This is an optimization exercise on Yosys and OpenROAD, whose aim is a short achievable clock period and few clock cycles, not a production implementation.
The RTL was checked by simulation tests, not by an equivalence proof against the original design.
Power is estimated from default activity; no workload was simulated.

Design wblsm_core, start of the top module:
module wblsm_core (
    input  wire        clk,
    input  wire        rst,
    input  wire [31:0] prog_len,
    output wire [31:0] prog_addr,
    input  wire [31:0] prog_data,
    output wire [1:0]  status,
    output wire [2:0]  cause,
    output wire [31:0] result,
    output wire [4:0]  depth
);
    localparam ST_RUN   = 2'd0;
    localparam ST_END   = 2'd1;
    localparam ST_PANIC = 2'd2;
    localparam ST_FAULT = 2'd3;
    localparam C_NONE      = 3'd0;
    localparam C_DIV_ZERO  = 3'd1;
    localparam C_MEM_RANGE = 3'd2;
    localparam C_STACK_OVF = 3'd3;
    localparam C_FRAME_OVF = 3'd4;
    localparam O_LOAD  = 0;
    localparam O_WRITE = 1;
    localparam O_LC0   = 2;
    localparam O_LC1   = 3;
    localparam O_DUP   = 4;
    localparam O_POP   = 5;
    localparam O_JUMP  = 6;
    localparam O_CALL  = 7;
    localparam O_RET   = 8;
    localparam O_PANIC = 9;
    localparam O_ADD   = 10;
    localparam O_SUB   = 11;
    localparam O_MUL   = 12;
    localparam O_DIV   = 13;
    localparam O_MOD   = 14;
    reg [31:0] pa;               
    reg [31:0] pa_o;             
  ...
export LEC_CHECK = 0
export ABC_CLOCK_PERIOD_IN_PS = 3000
export CAP_MARGIN = 20
export CORE_MARGIN = 2
export CORE_UTILIZATION = 52
export CTS_CLUSTER_DIAMETER = 200
export CTS_CLUSTER_SIZE = 16
export PLACE_DENSITY = 0.72
export SLEW_MARGIN = 20
export SYNTH_HIERARCHICAL = 1
create_clock -name core_clock -period 12.0 [get_ports {clk}]
standard.sh (not shown) runs the stock make flow with config.mk's settings and CLKGATE_MAP_FILE= SYNTH_SCRIPT=/design/flow/synth_recipe.tcl, a recipe that flattens the netlist after the stock synthesis.
==> flow/flow/run.sh <==
#!/bin/bash
# Standard synthesis, then the standard layout with timing repair aimed
# below the design's period (a larger setup margin).
set -euo pipefail
bash standard.sh synth > synth.log 2>&1
bash standard.sh SETUP_SLACK_MARGIN=8.5 finish > layout.log 2>&1
Testbench counts at the start, summed over its fixed seeds: cycles 579,690.
Edit:
--- a/flow/config.mk
+++ b/flow/config.mk
@@ -10,6 +10,6 @@
 export CORE_MARGIN = 2
-export CORE_UTILIZATION = 52
+export CORE_UTILIZATION = 45
 export CTS_CLUSTER_DIAMETER = 200
 export CTS_CLUSTER_SIZE = 16
-export PLACE_DENSITY = 0.72
+export PLACE_DENSITY = 0.65
 export SLEW_MARGIN = 20
Worst setup slack gets worse by 0.081 ns.
Sequential cell count is unchanged.
Wire length goes up by about 1.5%.
Total power goes down by 4.0%.
Non-clock buffer count goes up by 139.
Die area goes up by about 15%.
Cell area goes up by about 2%.
Fmax goes down by about 2%.
Clock power goes down by about 0.8%.
Combinational power goes down by about 8%.
Via count stays flat.
Edit:
--- a/flow/config.mk
+++ b/flow/config.mk
@@ -8,9 +8,9 @@
 export ABC_CLOCK_PERIOD_IN_PS = 3000
-export CAP_MARGIN = 20
+export CAP_MARGIN = 50
 export CORE_MARGIN = 2
-export CORE_UTILIZATION = 45
+export CORE_UTILIZATION = 52
 export CTS_CLUSTER_DIAMETER = 200
 export CTS_CLUSTER_SIZE = 16
-export PLACE_DENSITY = 0.65
-export SLEW_MARGIN = 20
+export PLACE_DENSITY = 0.72
+export SLEW_MARGIN = 70
 export SYNTH_HIERARCHICAL = 1
Result: Total power rose by 5.6%. Die area fell by 13%. Hold slack loses 0.0063 ns. Routed wire length fell by 2.0%.


wblsm_core, a different RTL version from the one above (not shown whole).
Size: about 18000 cells after synthesis.
clock: 12.0 ns
lec_check: 0
abc_clock_period_in_ps: 3000
cap_margin: 20
core_margin: 2
core_utilization: 52
cts_cluster_diameter: 200
cts_cluster_size: 16
place_density: 0.72
slew_margin: 20
synth_hierarchical: 1
Scripts as last shown in full above: flow/flow/run.sh
Testbench counts at the start, summed over its fixed seeds: cycles 579,335.
==> next run, changes <==
CORE_UTILIZATION = 45   (was 52)
PLACE_DENSITY = 0.65   (was 0.72)
Result: The new run passed the timing, design-rule and antenna checks. Clock power barely changes. Critical path depth stays the same. Total power falls slightly. Routed wire length rises slightly. Final area is about the same. Flip-flop and latch count is unchanged. Synthesized cell count does not change. Die area rises by about a fifth.


== try-delta ==
wblsm_core, a different RTL version from the one above (not shown whole).
Size in the first run: about 18000 cells after synthesis, ~1900 flip-flops, roughly 140 I/O pins.
clock: 12.0 ns
lec_check: 0
abc_clock_period_in_ps: 3000
cap_margin: 20
core_margin: 2
core_utilization: 45
place_density: 0.65
slew_margin: 20
synth_hierarchical: 1
Scripts as last shown in full above: flow/flow/run.sh
Testbench counts of try-delta, summed over its fixed seeds: cycles 579,335.
What try-raven does differently from try-delta at the input level:
diff --git a/flow/config.mk b/flow/config.mk
--- a/flow/config.mk
+++ b/flow/config.mk
@@ -10,4 +10,6 @@
 export CORE_MARGIN = 2
 export CORE_UTILIZATION = 45
+export CTS_CLUSTER_DIAMETER = 200
+export CTS_CLUSTER_SIZE = 16
 export PLACE_DENSITY = 0.65
 export SLEW_MARGIN = 20
Findings:
Higher buffering stage count on the worst path with inverters included among try-raven and try-delta: try-delta
Per the comparison of try-raven with try-delta, combined flip-flop and latch cell area comparable, wire length now larger.

-- what the ideal ports hide --
How much do the figures lean on ideal ports? The routed layouts below were timed once more, with nothing changed but the port constraints.
Step 1 assumes that a clkbuf_16 drives the clock port and a buf_2 every other input.
Step 2 also shifts input and output timing later by t, the mid clock arrival at the registers, as if the neighbouring blocks saw the same clock.
Three values: no drivers, after step 1, after step 2; two values: the first two.
run | shift t [ns] | slack for setup (ns) | latest minus earliest clock arrival (ns)
the first run of note 1 | 0.994 | 8.052 / 7.949 / 7.267 | 0.097 / 0.097
the second run of note 1 | 0.974 | 7.971 / 7.880 / 7.588 | 0.108 / 0.108
the third run of note 1 | 0.971 | 8.072 / 7.972 / 7.383 | 0.074 / 0.074
the first run of note 2 | 0.984 | 8.091 / 7.995 / 7.579 | 0.076 / 0.076
the second run of note 2 | 0.987 | 8.028 / 7.930 / 7.574 | 0.107 / 0.106
try-delta | 1.039 | 8.032 / 7.963 / 7.322 | 0.103 / 0.103
try-raven | 0.992 | 8.032 / 7.937 / 7.358 | 0.102 / 0.101
After both steps every run listed still meets setup and hold. The setup slack of the first run of note 1, which loses most, moves by -0.103 ns with the drivers and by -0.785 ns with both steps.
